This is an optimization exercise on Yosys and OpenROAD, whose aim is small area, not a production implementation. Only simulation tests tie the RTL to the original design; equivalence was not proved. No driver is modelled on the clock port, so clock power and skew are understated where the tree is cut down; a real chip needs a root buffer or a tree. Power is estimated from default activity; no workload was simulated.

==> flow/design.v <==
module sphc (
    input  wire        clk,
    input  wire        rst,
    input  wire        tick,
    input  wire [1:0]  mode,
    input  wire [19:0] speed,
    input  wire        dir,
    input  wire        stop,
    output wire [7:0]  out,
    output wire [2:0]  pos,
    output wire [19:0] now,
    output wire        halted,
    output wire [1:0]  cause
);
    reg [19:0] tick_cnt;
    reg [19:0] rem;
    reg [3:0]  seq;
    reg [2:0]  pos_r;
    reg        half;       
    reg [1:0]  cause_r;
    reg [3:0]  prv;        
    wire halt = |cause_r;
    wire init = pos_r[2] & ~half & ~halt;
    localparam [3:0] FETCH = 4'd2, ADV = 4'd15, WENT = 4'd0, SPIN = 4'd1;
    wire spin = (seq == SPIN);
    wire went = (seq == WENT);
    wire adv  = (seq == ADV);
    wire [19:0] m = spin ? rem : speed;
    wire        z = ~|m;
    wire [20:0] ct, cz;
    assign ct[0] = tick;
    assign cz[0] = tick;
    genvar i;
    generate
        for (i = 0; i < 20; i = i + 1) begin : g_cnt
            assign ct[i+1] = ct[i] & tick_cnt[i];
            assign cz[i+1] = cz[i] & ~m[i];
            always @(posedge clk) begin
                tick_cnt[i] <= ~rst & (tick_cnt[i] ^ ct[i]);
                rem[i]      <= m[i] ^ cz[i];
            end
        end
    endgenerate
    wire h2 = half ? pos_r[2] : pos_r[1];
    wire h1 = half ? pos_r[1] : pos_r[0];
    wire h0 = half & pos_r[0];
    wire ap = (h2 & h1) | (~h2 & ~h1 & ~h0);      
    wire an = (~h2 & h1) | (h2 & ~h1 & ~h0);      
    wire bp = (~h2 & ~h1) | (~h2 & h1 & ~h0);     
    wire bn = (h2 & ~h1) | (h2 & h1 & ~h0);       
    wire [3:0] cur  = {bn, bp, an, ap};
    wire [7:0] row  = {bn, bp, bp, bn, an, ap, ap, an};
    wire [7:0] prow = {prv[3], prv[2], prv[2], prv[3], prv[1], prv[0], prv[0], prv[1]};
    genvar k;
    generate
        for (k = 0; k < 4; k = k + 1) begin : g_out
            wire cur_k = (seq >= 3 * k + 6);
            wire prv_k = (seq <= 3 * k + 3);
            assign out[2*k +: 2] = ({2{cur_k}} & row[2*k +: 2]) | ({2{prv_k}} & prow[2*k +: 2]);
        end
    endgenerate
    wire [2:0] pos_step = dir ? pos_r - 3'd1 : pos_r + 3'd1;
    wire       mode_ok  = mode[1] ^ mode[0];
    always @(posedge clk) begin
        if (rst) begin
            seq     <= FETCH;
            pos_r   <= 3'b100;
            half    <= 1'b0;
            cause_r <= 2'b00;
            prv     <= 4'd0;
        end else begin
            if (init) begin
                if (!mode_ok)
                    cause_r <= 2'b01;
                else if (z)
                    cause_r <= 2'b10;
                else begin
                    half     <= mode[1];
                    pos_r[2] <= 1'b0;
                end
            end
            if (!halt && !init && (!spin || z))
                seq <= seq + 4'd1;
            if (adv) begin
                pos_r <= {half & pos_step[2], pos_step[1:0]};
                prv   <= cur;
            end
            if (went && z) begin
                cause_r <= 2'b10;
                prv     <= 4'd0;
            end
            if (spin && stop) begin
                if (!halt)
                    cause_r <= 2'b11;
                prv <= 4'd0;
            end
        end
    end
    assign pos    = {pos_r[2] & half, pos_r[1:0]};
    assign now    = tick_cnt;
    assign halted = halt;
    assign cause  = cause_r;
endmodule
==> flow/config.mk <==
export PLATFORM = sky130hd
export DESIGN_NAME = sphc
export DESIGN_NICKNAME = sphc
export VERILOG_FILES = /design/flow/design.v
export SDC_FILE = /design/flow/constraint.sdc
export NUM_CORES = 4
export LEC_CHECK = 0
export CAP_MARGIN = 20
export CORE_MARGIN = 2
export CORE_UTILIZATION = 40
export SLEW_MARGIN = 20
==> flow/constraint.sdc <==
create_clock -name core_clock -period 10.0 [get_ports {clk}]
set_input_delay 2.0000 -clock core_clock [delete_from_list [all_inputs] [get_ports {clk}]]
set_output_delay 2.0000 -clock core_clock [all_outputs]
set_load 0.01 [all_outputs]
standard.sh (not shown) runs the stock make flow with config.mk's settings and CLKGATE_MAP_FILE= SYNTH_SCRIPT=/design/flow/synth_recipe.tcl, a recipe that flattens the netlist after the stock synthesis.
==> flow/flow/run.sh <==
#!/bin/bash
# Own layout flow: the standard flow (standard.sh) with three changes:
#  - synthesis maps the logic with an area-oriented ABC script (flow/area.abc,
#    via flow/my_synth.tcl) and without the half/full adder cells;
#  - the port buffers are the smallest buffer, sky130_fd_sc_hd__buf_1;
#  - the clock tree is one level of clock buffers driven by the clock port
#    (flow/kbuf.tcl replaces clock_tree_synthesis).
# Each tool's output is in orfs/logs/; this script's in flow_run.log.
set -euo pipefail
here=$(pwd)
exec > >(tee -a "$here/flow_run.log") 2>&1
export AREA_ABC_SCRIPT="$here/flow/area.abc"
export BUFFER_PORTS_ARGS="-buffer_cell sky130_fd_sc_hd__buf_1"
export PRE_CTS_TCL="$here/flow/kbuf.tcl"
export KBUF_COUNT=2 KBUF_CELL=sky130_fd_sc_hd__clkbuf_16 KBUF_CLOCK_PORT=clk
sed -e "s#SYNTH_SCRIPT=[^ ]*#SYNTH_SCRIPT=$here/flow/my_synth.tcl ADDER_MAP_FILE=#" standard.sh > own.sh
grep -q "my_synth.tcl ADDER_MAP_FILE=" own.sh
bash own.sh > standard.log 2>&1
test -f out/final.def
Other scripts of this flow, unchanged in this note and not shown: flow/flow/area.abc, flow/flow/kbuf.tcl, flow/flow/my_synth.tcl
The starting point passed the timing, design-rule and antenna checks.
Change:
--- a/flow/design.v
+++ b/flow/design.v
@@ -16,11 +16,10 @@
     reg [19:0] rem;
     reg [3:0]  seq;
     reg [2:0]  pos_r;
     reg        half;       
-    reg [1:0]  cause_r;
     reg [3:0]  prv;        
-    wire halt = |cause_r;
+    wire halt = prv[1] & prv[0];
     wire init = pos_r[2] & ~half & ~halt;
     localparam [3:0] FETCH = 4'd2, ADV = 4'd15, WENT = 4'd0, SPIN = 4'd1;
     wire spin = (seq == SPIN);
     wire went = (seq == WENT);
@@ -49,9 +48,13 @@
     wire bp = (~h2 & ~h1) | (~h2 & h1 & ~h0);     
     wire bn = (h2 & ~h1) | (h2 & h1 & ~h0);       
     wire [3:0] cur  = {bn, bp, an, ap};
     wire [7:0] row  = {bn, bp, bp, bn, an, ap, ap, an};
-    wire [7:0] prow = {prv[3], prv[2], prv[2], prv[3], prv[1], prv[0], prv[0], prv[1]};
+    wire pap = prv[0] & ~prv[1];
+    wire pan = prv[1] & ~prv[0];
+    wire pbp = prv[2] & ~halt;
+    wire pbn = prv[3] & ~halt;
+    wire [7:0] prow = {pbn, pbp, pbp, pbn, pan, pap, pap, pan};
     genvar k;
     generate
         for (k = 0; k < 4; k = k + 1) begin : g_out
             wire cur_k = (seq >= 3 * k + 6);
@@ -65,16 +68,15 @@
         if (rst) begin
             seq     <= FETCH;
             pos_r   <= 3'b100;
             half    <= 1'b0;
-            cause_r <= 2'b00;
             prv     <= 4'd0;
         end else begin
             if (init) begin
                 if (!mode_ok)
-                    cause_r <= 2'b01;
+                    prv <= 4'b0111;
                 else if (z)
-                    cause_r <= 2'b10;
+                    prv <= 4'b1011;
                 else begin
                     half     <= mode[1];
                     pos_r[2] <= 1'b0;
                 end
@@ -84,20 +86,15 @@
             if (adv) begin
                 pos_r <= {half & pos_step[2], pos_step[1:0]};
                 prv   <= cur;
             end
-            if (went && z) begin
-                cause_r <= 2'b10;
-                prv     <= 4'd0;
-            end
-            if (spin && stop) begin
-                if (!halt)
-                    cause_r <= 2'b11;
-                prv <= 4'd0;
-            end
+            if (went && z)
+                prv <= 4'b1011;
+            if (spin && stop && !halt)
+                prv <= 4'b1111;
         end
     end
     assign pos    = {pos_r[2] & half, pos_r[1:0]};
     assign now    = tick_cnt;
     assign halted = halt;
-    assign cause  = cause_r;
+    assign cause  = {2{halt}} & prv[3:2];
 endmodule
What happened: Routed wire length came out higher by 0.43%; worst hold slack is worse by 5.5 ps; die area came out lower by 0.63%; worst setup slack is worse by 88 ps; fmax came out lower by 1.9%; power came out higher by 0.85%; global-route usage is about the same; synthesized area came out lower by 0.66%.
In every run of this note, the design's own scripts or RTL, not TritonCTS, make the clock network.

* * *

Setup of middle:
Starts from the design.v that is shown in full above.
Settings: LEC_CHECK=0, CAP_MARGIN=20, CORE_MARGIN=2, CORE_UTILIZATION=40, SLEW_MARGIN=20; clock period 10.0 ns.
==> flow/flow/run.sh <==
#!/bin/bash
# Own layout flow: the standard flow (standard.sh) with three changes:
#  - synthesis maps the logic with an area-oriented ABC script (flow/area.abc,
#    via flow/my_synth.tcl) and without the half/full adder cells;
#  - the port buffers are the smallest buffer, sky130_fd_sc_hd__buf_1;
#  - the clock tree is one level of clock buffers driven by the clock port
#    (flow/kbuf.tcl replaces clock_tree_synthesis).
# Each tool's output is in orfs/logs/; this script's in flow_run.log.
set -euo pipefail
here=$(pwd)
exec > >(tee -a "$here/flow_run.log") 2>&1
export AREA_ABC_SCRIPT="$here/flow/area.abc"
export BUFFER_PORTS_ARGS="-buffer_cell sky130_fd_sc_hd__buf_1"
export PRE_CTS_TCL="$here/flow/kbuf.tcl"
export KBUF_COUNT=4 KBUF_CELL=sky130_fd_sc_hd__clkbuf_8 KBUF_CLOCK_PORT=clk
sed -e "s#SYNTH_SCRIPT=[^ ]*#SYNTH_SCRIPT=$here/flow/my_synth.tcl ADDER_MAP_FILE=#" standard.sh > own.sh
grep -q "my_synth.tcl ADDER_MAP_FILE=" own.sh
bash own.sh > standard.log 2>&1
test -f out/final.def
Other scripts of this flow, unchanged in this note and not shown: flow/flow/area.abc, flow/flow/kbuf.tcl, flow/flow/my_synth.tcl
Setup changes, middle to north
diff --git a/flow/design.v b/flow/design.v
--- a/flow/design.v
+++ b/flow/design.v
@@ -16,15 +16,16 @@
     reg [19:0] rem;
     reg [3:0]  seq;
     reg [2:0]  pos_r;
-    reg        half;       
+    reg [1:0]  mode_l;
     reg [1:0]  cause_r;
     reg [3:0]  prv;        
     wire halt = |cause_r;
-    wire init = pos_r[2] & ~half & ~halt;
+    wire init = ~|mode_l & ~halt;
     localparam [3:0] FETCH = 4'd2, ADV = 4'd15, WENT = 4'd0, SPIN = 4'd1;
     wire spin = (seq == SPIN);
     wire went = (seq == WENT);
     wire adv  = (seq == ADV);
+    wire half = mode_l[1];
     wire [19:0] m = spin ? rem : speed;
     wire        z = ~|m;
     wire [20:0] ct, cz;
@@ -64,20 +65,18 @@
     always @(posedge clk) begin
         if (rst) begin
             seq     <= FETCH;
-            pos_r   <= 3'b100;
-            half    <= 1'b0;
+            pos_r   <= 3'd0;
+            mode_l  <= 2'b00;
             cause_r <= 2'b00;
             prv     <= 4'd0;
         end else begin
+            if (~|mode_l)
+                mode_l <= mode;
             if (init) begin
                 if (!mode_ok)
                     cause_r <= 2'b01;
                 else if (z)
                     cause_r <= 2'b10;
-                else begin
-                    half     <= mode[1];
-                    pos_r[2] <= 1'b0;
-                end
             end
             if (!halt && !init && (!spin || z))
                 seq <= seq + 4'd1;
@@ -96,7 +95,7 @@
             end
         end
     end
-    assign pos    = {pos_r[2] & half, pos_r[1:0]};
+    assign pos    = pos_r;
     assign now    = tick_cnt;
     assign halted = halt;
     assign cause  = cause_r;
==> comparison <==
- north -> middle: total I/O pin count delta 0, exact match
- The count of filler cells inserted in the layout in north is 1.06 times that in middle.
- north -> middle: initial standard-cell utilization of the core flat
- The per-cell via count in the routed design in north was lower than what middle gave.
- middle ended up with and3_1 as its critical path's slowest cell; north ended up with clkinv_1.
- Register count in north is higher than in middle.
- On global routing met3 resource utilization, the lower figure sits with north, not middle.
- Compound-gate portion of the synthesized area is lower on north
- Between north and middle, it is north whose least setup slack across all paths after layout is lower, by 0.14 ns.
- Maximum clock rate of north falls short of that of middle by a few percent.
No run of this note takes its clock network from TritonCTS; it comes from the design's own scripts or RTL.

* * *

Setup of the reference run:
Another version of the RTL of sphc (not shown whole).
Size: ~300 cells after synthesis, about 55 flip-flops, roughly 61 I/O pins, roughly 2300 µm² of cells after synthesis.
==> module sphc, before the edit <==
module sphc (
    input  wire        clk,
    input  wire        rst,
    input  wire        tick,
    input  wire [1:0]  mode,
    input  wire [19:0] speed,
    input  wire        dir,
    input  wire        stop,
    output wire [7:0]  out,
    output wire [2:0]  pos,
    output wire [19:0] now,
    output wire        halted,
    output wire [1:0]  cause
);
    reg [19:0] tick_cnt;
    reg [19:0] rem;
    reg [3:0]  seq;
    reg [2:0]  pos_r;
    reg [1:0]  mode_l;
    reg [1:0]  cause_r;
    reg [3:0]  prv;        
    wire halt = |cause_r;
    wire init = ~|mode_l & ~halt;
    wire spin = (seq == 4'd15);
    wire went = (seq == 4'd14);
    wire adv  = (seq == 4'd13);
    wire half = mode_l[1];
    wire [19:0] m = spin ? rem : speed;
    wire        z = ~|m;
    wire [20:0] ct, cz;
    assign ct[0] = tick;
    assign cz[0] = tick;
    genvar i;
    generate
        for (i = 0; i < 20; i = i + 1) begin : g_cnt
            assign ct[i+1] = ct[i] & tick_cnt[i];
            assign cz[i+1] = cz[i] & ~m[i];
            always @(posedge clk) begin
                tick_cnt[i] <= ~rst & (tick_cnt[i] ^ ct[i]);
                rem[i]      <= m[i] ^ cz[i];
            end
        end
    endgenerate
    wire h2 = half ? pos_r[2] : pos_r[1];
    wire h1 = half ? pos_r[1] : pos_r[0];
    wire h0 = half & pos_r[0];
    wire ap = (h2 & h1) | (~h2 & ~h1 & ~h0);      
    wire an = (~h2 & h1) | (h2 & ~h1 & ~h0);      
    wire bp = (~h2 & ~h1) | (~h2 & h1 & ~h0);     
    wire bn = (h2 & ~h1) | (h2 & h1 & ~h0);       
    wire [3:0] cur  = {bn, bp, an, ap};
    wire [7:0] row  = {bn, bp, bp, bn, an, ap, ap, an};
    wire [7:0] prow = {prv[3], prv[2], prv[2], prv[3], prv[1], prv[0], prv[0], prv[1]};
    genvar k;
    generate
        for (k = 0; k < 4; k = k + 1) begin : g_out
            wire cur_k = (seq >= 3 * k + 4) && (seq <= 13);
            wire prv_k = (seq <= 3 * k + 1) || (seq >= 14);
            assign out[2*k +: 2] = ({2{cur_k}} & row[2*k +: 2]) | ({2{prv_k}} & prow[2*k +: 2]);
        end
    endgenerate
    wire [2:0] pos_step = dir ? pos_r - 3'd1 : pos_r + 3'd1;
    wire       mode_ok  = mode[1] ^ mode[0];
    always @(posedge clk) begin
        if (rst) begin
            seq     <= 4'd0;
            pos_r   <= 3'd0;
            mode_l  <= 2'b00;
            cause_r <= 2'b00;
            prv     <= 4'd0;
        end else begin
            if (~|mode_l)
                mode_l <= mode;
            if (init) begin
                if (!mode_ok)
                    cause_r <= 2'b01;
                else if (z)
                    cause_r <= 2'b10;
            end
            if (!halt && !init && (!spin || z))
                seq <= seq + 4'd1;
            if (adv) begin
                pos_r <= {half & pos_step[2], pos_step[1:0]};
                prv   <= cur;
            end
            if (went && z) begin
                cause_r <= 2'b10;
                prv     <= 4'd0;
            end
            if (spin && stop) begin
                if (!halt)
                    cause_r <= 2'b11;
                prv <= 4'd0;
            end
        end
    end
    assign pos    = pos_r;
    assign now    = tick_cnt;
    assign halted = halt;
    assign cause  = cause_r;
endmodule
==> flow/config.mk <==
export PLATFORM = sky130hd
export DESIGN_NAME = sphc
export DESIGN_NICKNAME = sphc
export VERILOG_FILES = /design/flow/design.v
export SDC_FILE = /design/flow/constraint.sdc
export NUM_CORES = 4
export LEC_CHECK = 0
export CAP_MARGIN = 20
export CORE_MARGIN = 2
export CORE_UTILIZATION = 40
export SLEW_MARGIN = 20
==> flow/constraint.sdc <==
create_clock -name core_clock -period 10.0 [get_ports {clk}]
set_input_delay 2.0000 -clock core_clock [delete_from_list [all_inputs] [get_ports {clk}]]
set_output_delay 2.0000 -clock core_clock [all_outputs]
set_load 0.01 [all_outputs]
==> flow/flow/run.sh <==
#!/bin/bash
# Own layout flow: the standard flow (standard.sh) with two changes:
#  - synthesis maps the logic with an area-oriented ABC script (flow/area.abc,
#    via flow/my_synth.tcl) and without the half/full adder cells;
#  - the port buffers are the smallest buffer, sky130_fd_sc_hd__buf_1.
# Each tool's output is in orfs/logs/; this script's in flow_run.log.
set -euo pipefail
here=$(pwd)
exec > >(tee -a "$here/flow_run.log") 2>&1
export AREA_ABC_SCRIPT="$here/flow/area.abc"
export BUFFER_PORTS_ARGS="-buffer_cell sky130_fd_sc_hd__buf_1"
export CTS_ARGS="-sink_clustering_enable -repair_clock_nets -dont_use_dummy_load"
sed -e "s#SYNTH_SCRIPT=[^ ]*#SYNTH_SCRIPT=$here/flow/my_synth.tcl ADDER_MAP_FILE=#" standard.sh > own.sh
grep -q "my_synth.tcl ADDER_MAP_FILE=" own.sh
bash own.sh > standard.log 2>&1
test -f out/final.def
==> flow/flow/area.abc <==
strash
dch -f
amap -m
topo
==> flow/flow/my_synth.tcl <==
# The standard synthesis script (synth_recipe.tcl), with one change: ABC maps
# the logic with the area-oriented script in area.abc instead of ORFS's
# delay-oriented one. Registers are mapped before ABC, so they are the same.
proc synth {args} { yosys synth -nofsm -noshare {*}$args }
proc abc {args} {
  set i [lsearch -exact $args -script]
  if { $i >= 0 } { set args [lreplace $args $i [expr {$i + 1}] -script $::env(AREA_ABC_SCRIPT)] }
  yosys abc {*}$args
}
source $::env(SCRIPTS_DIR)/synth.tcl
# left out here: clear keep_hierarchy, flatten, clean up, hide names made inside functions, write 1_2_yosys.v
Edits applied to the flow inputs when going from the reference run to the trial run:
-- flow/design.v --
<<< the reference run, line 22
    wire halt = |cause_r;
    wire init = ~|mode_l & ~halt;
    wire spin = (seq == 4'd15);
    wire went = (seq == 4'd14);
    wire adv  = (seq == 4'd13);
    wire half = mode_l[1];
    wire [19:0] m = spin ? rem : speed;
>>> the trial run, line 22
    wire halt = |cause_r;
    wire init = ~|mode_l & ~halt;
    localparam [3:0] FETCH = 4'd2, ADV = 4'd15, WENT = 4'd0, SPIN = 4'd1;
    wire spin = (seq == SPIN);
    wire went = (seq == WENT);
    wire adv  = (seq == ADV);
    wire half = mode_l[1];
    wire [19:0] m = spin ? rem : speed;
<<< the reference run, line 55
    generate
        for (k = 0; k < 4; k = k + 1) begin : g_out
            wire cur_k = (seq >= 3 * k + 4) && (seq <= 13);
            wire prv_k = (seq <= 3 * k + 1) || (seq >= 14);
            assign out[2*k +: 2] = ({2{cur_k}} & row[2*k +: 2]) | ({2{prv_k}} & prow[2*k +: 2]);
        end
>>> the trial run, line 56
    generate
        for (k = 0; k < 4; k = k + 1) begin : g_out
            wire cur_k = (seq >= 3 * k + 6);
            wire prv_k = (seq <= 3 * k + 3);
            assign out[2*k +: 2] = ({2{cur_k}} & row[2*k +: 2]) | ({2{prv_k}} & prow[2*k +: 2]);
        end
<<< the reference run, line 64
    always @(posedge clk) begin
        if (rst) begin
            seq     <= 4'd0;
            pos_r   <= 3'd0;
            mode_l  <= 2'b00;
>>> the trial run, line 65
    always @(posedge clk) begin
        if (rst) begin
            seq     <= FETCH;
            pos_r   <= 3'd0;
            mode_l  <= 2'b00;
[summary]
- Total power was lower in the run labelled the reference run.
- Between the trial run and the reference run, the measured slew at the worst slew-check pin figures differ only marginally.
- Going from the reference run to the trial run, area of all placed cells without fillers shrank by about 0.55%, data arrival time of the worst path has increased, global router's overall resource usage comparable, sum of routed wire segments on met1 rose about 4.7%.
- Compared with the reference run, the trial run shows a higher multi-input gate count.
- Re share of synthesized registers carrying an async set or reset: no difference whatsoever between the trial run and the reference run.
- Critical path depth came out higher on the trial run than on the reference run.
- Routing usage on met2 for the trial run: 1.1 points down relative to the reference run
- Sum of routed wire length over all layers in the trial run is 0.51% above the reference run.
- Cmp the trial run vs the reference run: combinational group share of total power higher in the trial run
- Higher number of buffers and inverters on the critical path was reported by the trial run, not the reference run.

port drivers added, routing unchanged:
In the flow no input, the clock included, has a driving cell. The finished layouts below were timed again as built, in two steps. Step 1 sets driving cells, clkbuf_16 on the clock port and buf_2 on the other inputs (assumed; they add their load-dependent delay and slew). Step 2 also shifts input and output timing later by t, the mid clock arrival at the registers, as if the neighbouring blocks saw the same clock. a / b / c = no drivers / after step 1 / after step 2; a / b = the first two.
run	t, ns	slack for setup (ns)	worst setup path after step 2	worst slew at a driven data input, ns
the first run of note 1	0.205	5.468 / 5.486 / 5.281	input to register	0.05
the second run of note 1	0.207	5.380 / 5.407 / 5.201	input to register	0.04
middle	0.204	5.450 / 5.479 / 5.275	input to register	0.04
north	0.196	5.306 / 5.306 / 5.306	register to register	0.05
the reference run	0.318	5.589 / 5.560 / 5.283	input to register	0.04
the trial run	0.324	5.300 / 5.300 / 5.300	register to register	0.05
After both steps setup and hold are still met in every run listed. For the reference run, which loses most, drivers alone change the setup slack by -0.029 ns; drivers and shift together by -0.306 ns.
